Context: an optimization exercise on an open-source flow, tuned for small area, a short achievable clock period and few clock cycles per item. The choices shown serve that exercise and are no tape-out recipe. The RTL was checked by simulation tests, not by an equivalence proof against the original design. Power is estimated from default activity; no workload was simulated.

wip/quartz:
==> flow/design.v <==
module rm_encoder (
    input  wire       clk,
    input  wire       rst,
    input  wire       in_valid,
    input  wire [7:0] in_data,
    input  wire       in_eos,
    output wire       in_ready,
    output wire       out_valid,
    output wire [7:0] out_data,
    output wire       out_last,
    input  wire       out_ready
);
    localparam [2:0] R_IDLE  = 3'd0,
                     R_COUNT = 3'd1,
                     R_ENTRY = 3'd2,
                     R_LIT   = 3'd3,
                     R_TERM1 = 3'd4,
                     R_TERM2 = 3'd5;
    reg [7:0]  data [0:31];
    reg [31:0] big;            
    reg [31:0] first;          
    reg       rdy;             
    reg [4:0] w;               
    reg       wfull;           
    reg       pend;            
    reg [4:0] pend_pos;
    reg [7:0] cop;             
    reg [2:0] ncand;           
    reg [1:0] term_cnt;        
    reg [2:0] rs;
    reg [4:0] r;               
    reg [2:0] b;               
    reg       parity;          
    reg       ov, sv;
    reg [7:0] od, sd;
    reg       ol, sl;
    integer q;
    reg [31:0] eq;
    always @(*)
        for (q = 0; q < 32; q = q + 1)
            eq[q] = (data[q] == cop);
    reg  [31:0] peq;           
    always @(*)
        for (q = 0; q < 32; q = q + 1)
            peq[q] = eq[q] & (q < pend_pos);
    function [5:0] th4;
        input [3:0] v;
        begin
            th4[0] = |v;
            th4[1] = (v[0] & v[1]) | (v[0] & v[2]) | (v[0] & v[3]) |
                     (v[1] & v[2]) | (v[1] & v[3]) | (v[2] & v[3]);
            th4[2] = (v[0] & v[1] & v[2]) | (v[0] & v[1] & v[3]) |
                     (v[0] & v[2] & v[3]) | (v[1] & v[2] & v[3]);
            th4[3] = &v;
            th4[5:4] = 2'b00;
        end
    endfunction
    function [5:0] thadd;
        input [5:0] a;
        input [5:0] c;
        reg [6:0] x, y;
        integer i, k;
        begin
            x = {a, 1'b1};
            y = {c, 1'b1};
            for (k = 1; k <= 6; k = k + 1) begin
                thadd[k-1] = 1'b0;
                for (i = 0; i <= k; i = i + 1)
                    thadd[k-1] = thadd[k-1] | (x[i] & y[k-i]);
            end
        end
    endfunction
    wire [5:0] t8_0 = thadd(th4(peq[3:0]),   th4(peq[7:4]));
    wire [5:0] t8_1 = thadd(th4(peq[11:8]),  th4(peq[15:12]));
    wire [5:0] t8_2 = thadd(th4(peq[19:16]), th4(peq[23:20]));
    wire [5:0] t8_3 = thadd(th4(peq[27:24]), th4(peq[31:28]));
    wire [5:0] tsum = thadd(thadd(t8_0, t8_1), thadd(t8_2, t8_3));
    wire       new_big   = tsum[4];                 
    wire       new_cand  = tsum[4] & ~tsum[5];      
    wire       new_first = ~|peq;
    wire [31:0] cand = first & big;
    wire [31:0] pf0 = {cand[30:0], 1'b0};
    wire [31:0] pf1 = pf0 | {pf0[30:0], 1'b0};
    wire [31:0] pf2 = pf1 | {pf1[29:0], 2'b0};
    wire [31:0] pf3 = pf2 | {pf2[27:0], 4'b0};
    wire [31:0] pf4 = pf3 | {pf3[23:0], 8'b0};
    wire [31:0] below = pf4 | {pf4[15:0], 16'b0};
    wire [31:0] sel = cand & ~below;
    wire        more = |cand;    
    reg [31:0] rdec;
    always @(*)
        for (q = 0; q < 32; q = q + 1)
            rdec[q] = (r == q);
    wire [31:0] msel = (rs == R_ENTRY) ? sel : rdec;
    reg [7:0] mux_val;
    always @(*) begin
        mux_val = 8'd0;
        for (q = 0; q < 32; q = q + 1)
            mux_val = mux_val | (msel[q] ? data[q] : 8'd0);
    end
    wire lit_here = ~|(rdec & big);
    wire [2:0] ncand_inc = ncand + 3'd1;
    reg       nv;
    reg [7:0] nd;
    reg       nl;
    always @(*) begin
        nv = 1'b0;
        nd = 8'h00;
        nl = 1'b0;
        case (rs)
            R_COUNT: begin nv = 1'b1; nd = {5'd0, ncand}; end
            R_ENTRY: begin
                nv = 1'b1;
                case (b)
                    3'd0:    nd = mux_val;
                    3'd1:    nd = {eq[0], eq[1], eq[2], eq[3], eq[4], eq[5], eq[6], eq[7]};
                    3'd2:    nd = {eq[8], eq[9], eq[10], eq[11], eq[12], eq[13], eq[14], eq[15]};
                    3'd3:    nd = {eq[16], eq[17], eq[18], eq[19], eq[20], eq[21], eq[22], eq[23]};
                    default: nd = {eq[24], eq[25], eq[26], eq[27], eq[28], eq[29], eq[30], eq[31]};
                endcase
            end
            R_LIT:   begin nv = lit_here; nd = mux_val; end
            R_TERM1: begin nv = 1'b1; nd = 8'hFF; nl = ~parity; end
            R_TERM2: begin nv = 1'b1; nd = 8'hFF; nl = 1'b1; end
            default: ;
        endcase
    end
    wire produce = ~sv;                
    wire adv     = produce | ~nv;      
    assign in_ready = rdy;
    wire in_fire  = in_valid && rdy;
    wire wr_byte  = in_fire && !in_eos;
    wire eos_fire = in_fire && in_eos;
    wire fill     = wr_byte && (w == 5'd31);    
    wire tdone = produce && ((rs == R_TERM1 && !parity) || rs == R_TERM2);
    wire [1:0] terms_left = term_cnt - {1'b0, tdone};
    wire [2:0] next_job = (terms_left != 2'd0) ? R_TERM1 :
                          wfull                ? R_COUNT : R_IDLE;
    wire last_entry = (rs == R_ENTRY) && produce && (b == 3'd4) && !more;
    reg [2:0] rs_n;
    reg [4:0] r_n;
    always @(*) begin
        rs_n = rs;
        r_n  = r;
        case (rs)
            R_IDLE:  rs_n = next_job;
            R_COUNT: if (produce) begin
                r_n  = 5'd0;
                rs_n = (ncand == 3'd0) ? R_LIT : R_ENTRY;
            end
            R_ENTRY: if (last_entry)
                rs_n = R_LIT;
            R_LIT: if (adv) begin
                r_n = r + 5'd1;
                if (r == 5'd31)
                    rs_n = next_job;
            end
            R_TERM1: if (produce)
                rs_n = parity ? R_TERM2 : next_job;
            R_TERM2: if (produce)
                rs_n = next_job;
            default: rs_n = R_IDLE;
        endcase
    end
    wire       take       = (rs_n == R_COUNT) && (rs != R_COUNT);
    wire [4:0] w_n        = eos_fire ? 5'd0 : wr_byte ? w + 5'd1 : w;
    wire [1:0] term_cnt_n = term_cnt + {1'b0, eos_fire} - {1'b0, tdone};
    wire       sv_n       = ov && !out_ready && (sv || nv);
    wire last_lit = (rs == R_LIT) && adv && (r == 5'd31);
    wire rdy_n = !fill && !wfull && !term_cnt[1] &&
                 ((rs == R_IDLE) || (rs == R_TERM1) || (rs == R_TERM2) || last_lit ||
                  ((rs == R_LIT) && ((w_n != r_n) || !sv_n)) ||
                  (last_entry && !sv_n));
    assign out_valid = ov;
    assign out_data  = od;
    assign out_last  = ol;
    integer p;
    always @(posedge clk) begin
        for (p = 0; p < 32; p = p + 1)
            if (rdy && w == p)
                data[p] <= in_data;
    end
    always @(posedge clk) begin
        for (p = 0; p < 32; p = p + 1) begin
            if (pend && pend_pos == p) begin
                big[p]   <= new_big;
                first[p] <= new_first;
            end else begin
                if (pend && peq[p] && new_cand)
                    big[p] <= 1'b1;
                if (rs == R_ENTRY && b == 3'd0 && produce && sel[p])
                    first[p] <= 1'b0;
            end
        end
    end
    always @(posedge clk) begin
        if (rst) begin
            rdy      <= 1'b0;
            w        <= 5'd0;
            wfull    <= 1'b0;
            pend     <= 1'b0;
            pend_pos <= 5'd0;
            cop      <= 8'd0;
            ncand    <= 3'd0;
            term_cnt <= 2'd0;
            rs       <= R_IDLE;
            r        <= 5'd0;
            b        <= 3'd0;
            parity   <= 1'b0;
            ov       <= 1'b0;
            od       <= 8'd0;
            ol       <= 1'b0;
            sv       <= 1'b0;
            sd       <= 8'd0;
            sl       <= 1'b0;
        end else begin
            rdy      <= rdy_n;
            w        <= w_n;
            wfull    <= (wfull || fill) && !take;
            term_cnt <= term_cnt_n;
            rs       <= rs_n;
            r        <= r_n;
            pend <= wr_byte;
            if (wr_byte) begin
                pend_pos <= w;
                cop      <= in_data;
            end
            if (pend) begin
                if (pend_pos == 5'd0)
                    ncand <= 3'd0;
                else if (new_cand)
                    ncand <= ncand_inc;
            end
            if (!ov || out_ready) begin
                if (sv) begin
                    ov <= 1'b1; od <= sd; ol <= sl;
                end else begin
                    ov <= nv; od <= nd; ol <= nl;
                end
            end else if (produce && nv) begin
                sd <= nd; sl <= nl;
            end
            sv <= sv_n;
            if (produce && nv)
                parity <= ~parity;
            if ((rs == R_TERM1 || rs == R_TERM2) && tdone)
                parity <= 1'b0;
            if (rs == R_COUNT && produce)
                b <= 3'd0;
            if (rs == R_ENTRY && produce) begin
                if (b == 3'd0)
                    cop <= mux_val;
                b <= (b == 3'd4) ? 3'd0 : b + 3'd1;
            end
        end
    end
endmodule
clock: 11.0 ns
lec_check: 0
cap_margin: 20
core_margin: 2
core_utilization: 55
cts_buf_list: sky130_fd_sc_hd__clkbuf_8
slew_margin: 20
standard.sh (not shown) runs the stock make flow with config.mk's settings and CLKGATE_MAP_FILE= SYNTH_SCRIPT=/design/flow/synth_recipe.tcl, a recipe that flattens the netlist after the stock synthesis.
==> flow/flow/run.sh <==
#!/bin/bash
bash standard.sh SETUP_SLACK_MARGIN=7 MATCH_CELL_FOOTPRINT=0 finish > standard.log 2>&1
wip/quartz completed; timing, DRC and antenna clean
Testbench counts of wip/quartz, summed over its fixed seeds: cycles 40,456, bytes 29,871.
Input-level comparison between wip/raven and wip/quartz:
# wip/quartz
export LEC_CHECK = 0
export CAP_MARGIN = 20
export CORE_MARGIN = 2
export CORE_UTILIZATION = 55
export CTS_BUF_LIST = sky130_fd_sc_hd__clkbuf_8
export SLEW_MARGIN = 20
create_clock -name core_clock -period 11.0 [get_ports {clk}]
# wip/raven
export LEC_CHECK = 0
export CAP_MARGIN = 20
export CORE_MARGIN = 2
export CORE_UTILIZATION = 40
export CTS_BUF_LIST = sky130_fd_sc_hd__clkbuf_8
export SLEW_MARGIN = 20
create_clock -name core_clock -period 11.0 [get_ports {clk}]
==> flow/flow/run.sh <==
#!/bin/bash
bash standard.sh SETUP_SLACK_MARGIN=7.5 finish > standard.log 2>&1
Findings:
wip/quartz -> wip/raven: post-synthesis sequential area ratio delta 0, exact match. Minimum clock period after layout ends up higher on wip/raven. On wip/raven: clock tree skew after final layout is 32 ps lower than what wip/quartz gave. [compare] base=wip/quartz new=wip/raven: maximum frequency down 4.3 MHz; die span in y up 34 µm; non-clock buffer count up 144. Between wip/raven and wip/quartz, it is wip/raven whose area growth from synthesis to layout is higher, by 14 points. Power: lower on wip/quartz. Compared with wip/quartz, wip/raven shows part of the total power dissipated in the clock network higher by 1.1 points. wip/raven: flow completed, timing, DRC and antenna clean.
### wip/raven -> wip/indigo
# wip/raven
export LEC_CHECK = 0
export CAP_MARGIN = 20
export CORE_MARGIN = 2
export CORE_UTILIZATION = 40
export CTS_BUF_LIST = sky130_fd_sc_hd__clkbuf_8
export SLEW_MARGIN = 20
create_clock -name core_clock -period 11.0 [get_ports {clk}]
# wip/indigo
export LEC_CHECK = 0
export CAP_MARGIN = 20
export CORE_MARGIN = 2
export CORE_UTILIZATION = 40
export SLEW_MARGIN = 20
create_clock -name core_clock -period 11.0 [get_ports {clk}]
==> flow/flow/run.sh <==
#!/bin/bash
bash standard.sh SETUP_SLACK_MARGIN=6 finish > standard.log 2>&1
wip/indigo | status: complete | timing, DRC, antenna: pass. Summary — worst-case setup margin in the final layout, wip/indigo relative to wip/raven: lower, by 640 ps. Re per-instance average area after synthesis: no difference whatsoever between wip/indigo and wip/raven. The run showing the greater wire length is wip/raven. wip/indigo vs wip/raven on proportion of cell area occupied by multi-input gates: wip/indigo is the higher one. In wip/indigo the achievable frequency turned out about 13% lower than in wip/raven. Number of cells upsized or downsized after cts sits lower in wip/indigo than in wip/raven. Total power: wip/indigo better than wip/raven. When wip/indigo is measured against wip/raven, its final-layout clock-cell area share turns out 1.1 points higher.
Inputs modified between wip/indigo and wip/willow:
# wip/indigo
export LEC_CHECK = 0
export CAP_MARGIN = 20
export CORE_MARGIN = 2
export CORE_UTILIZATION = 40
export SLEW_MARGIN = 20
create_clock -name core_clock -period 11.0 [get_ports {clk}]
# wip/willow
export LEC_CHECK = 0
export CAP_MARGIN = 20
export CORE_MARGIN = 2
export CORE_UTILIZATION = 55
export CTS_BUF_LIST = sky130_fd_sc_hd__clkbuf_8
export SLEW_MARGIN = 20
create_clock -name core_clock -period 11.0 [get_ports {clk}]
==> flow/flow/run.sh <==
#!/bin/bash
bash standard.sh SETUP_SLACK_MARGIN=6.5 finish > standard.log 2>&1
==> results.txt <==
- wip/willow finished every stage and its layout cleared the timing, DRC and antenna checks.
- Summary — setup slack, wip/willow relative to wip/indigo: higher, by 380 ps.
- wip/willow vs. wip/indigo: cell area climbed 2.8%, core utilization went up by 18 points, leakage power total now larger.
What wip/onyx does differently from wip/willow at the input level:
# wip/willow
export LEC_CHECK = 0
export CAP_MARGIN = 20
export CORE_MARGIN = 2
export CORE_UTILIZATION = 55
export CTS_BUF_LIST = sky130_fd_sc_hd__clkbuf_8
export SLEW_MARGIN = 20
create_clock -name core_clock -period 11.0 [get_ports {clk}]
# wip/onyx
export LEC_CHECK = 0
export CAP_MARGIN = 20
export CORE_MARGIN = 2
export CORE_UTILIZATION = 65
export CTS_BUF_LIST = sky130_fd_sc_hd__clkbuf_8
export SLEW_MARGIN = 20
create_clock -name core_clock -period 11.0 [get_ports {clk}]
==> flow/flow/run.sh <==
#!/bin/bash
bash standard.sh SETUP_SLACK_MARGIN=7 finish > standard.log 2>&1
Findings:
Looking at the reports, wip/onyx completed the entire flow and the layout it produced met the timing, DRC and antenna checks.
In wip/onyx, the final cycle utilization of the critical path came out 1.6 points below the value in wip/willow.
Summary of wip/onyx over wip/willow: sequential share of layout area decreased by 2.4 points relative to the old numbers; met2 routed wirelength increased by about 2.8% relative to the old numbers.

[re-timing with driven ports]
The results above use ideal ports. As a check the final layouts listed here were re-extracted and re-timed, cells and wires unchanged. Step 1 sets driving cells, clkbuf_16 on the clock port and buf_2 on the other inputs (assumed; they add their load-dependent delay and slew). Step 2 also shifts input and output timing later by t, the mid clock arrival at the registers, as if the neighbouring blocks saw the same clock. Slacks: ideal ports / drivers / drivers and shift; pairs: ideal ports / drivers.
run	t, ns	slack for setup (ns)	latest minus earliest clock arrival (ns)
wip/quartz	0.728	6.820 / 6.820 / 6.422	0.063 / 0.063
wip/raven	0.711	6.744 / 6.744 / 6.744	0.045 / 0.046
wip/indigo	0.634	6.106 / 6.106 / 6.106	0.026 / 0.026
wip/willow	0.726	6.488 / 6.488 / 6.292	0.061 / 0.061
wip/onyx	0.734	6.664 / 6.664 / 6.484	0.051 / 0.051
After both steps every run listed still meets setup and hold. The setup slack of wip/quartz, which loses most, moves by 0.000 ns with the drivers and by -0.398 ns with both steps.
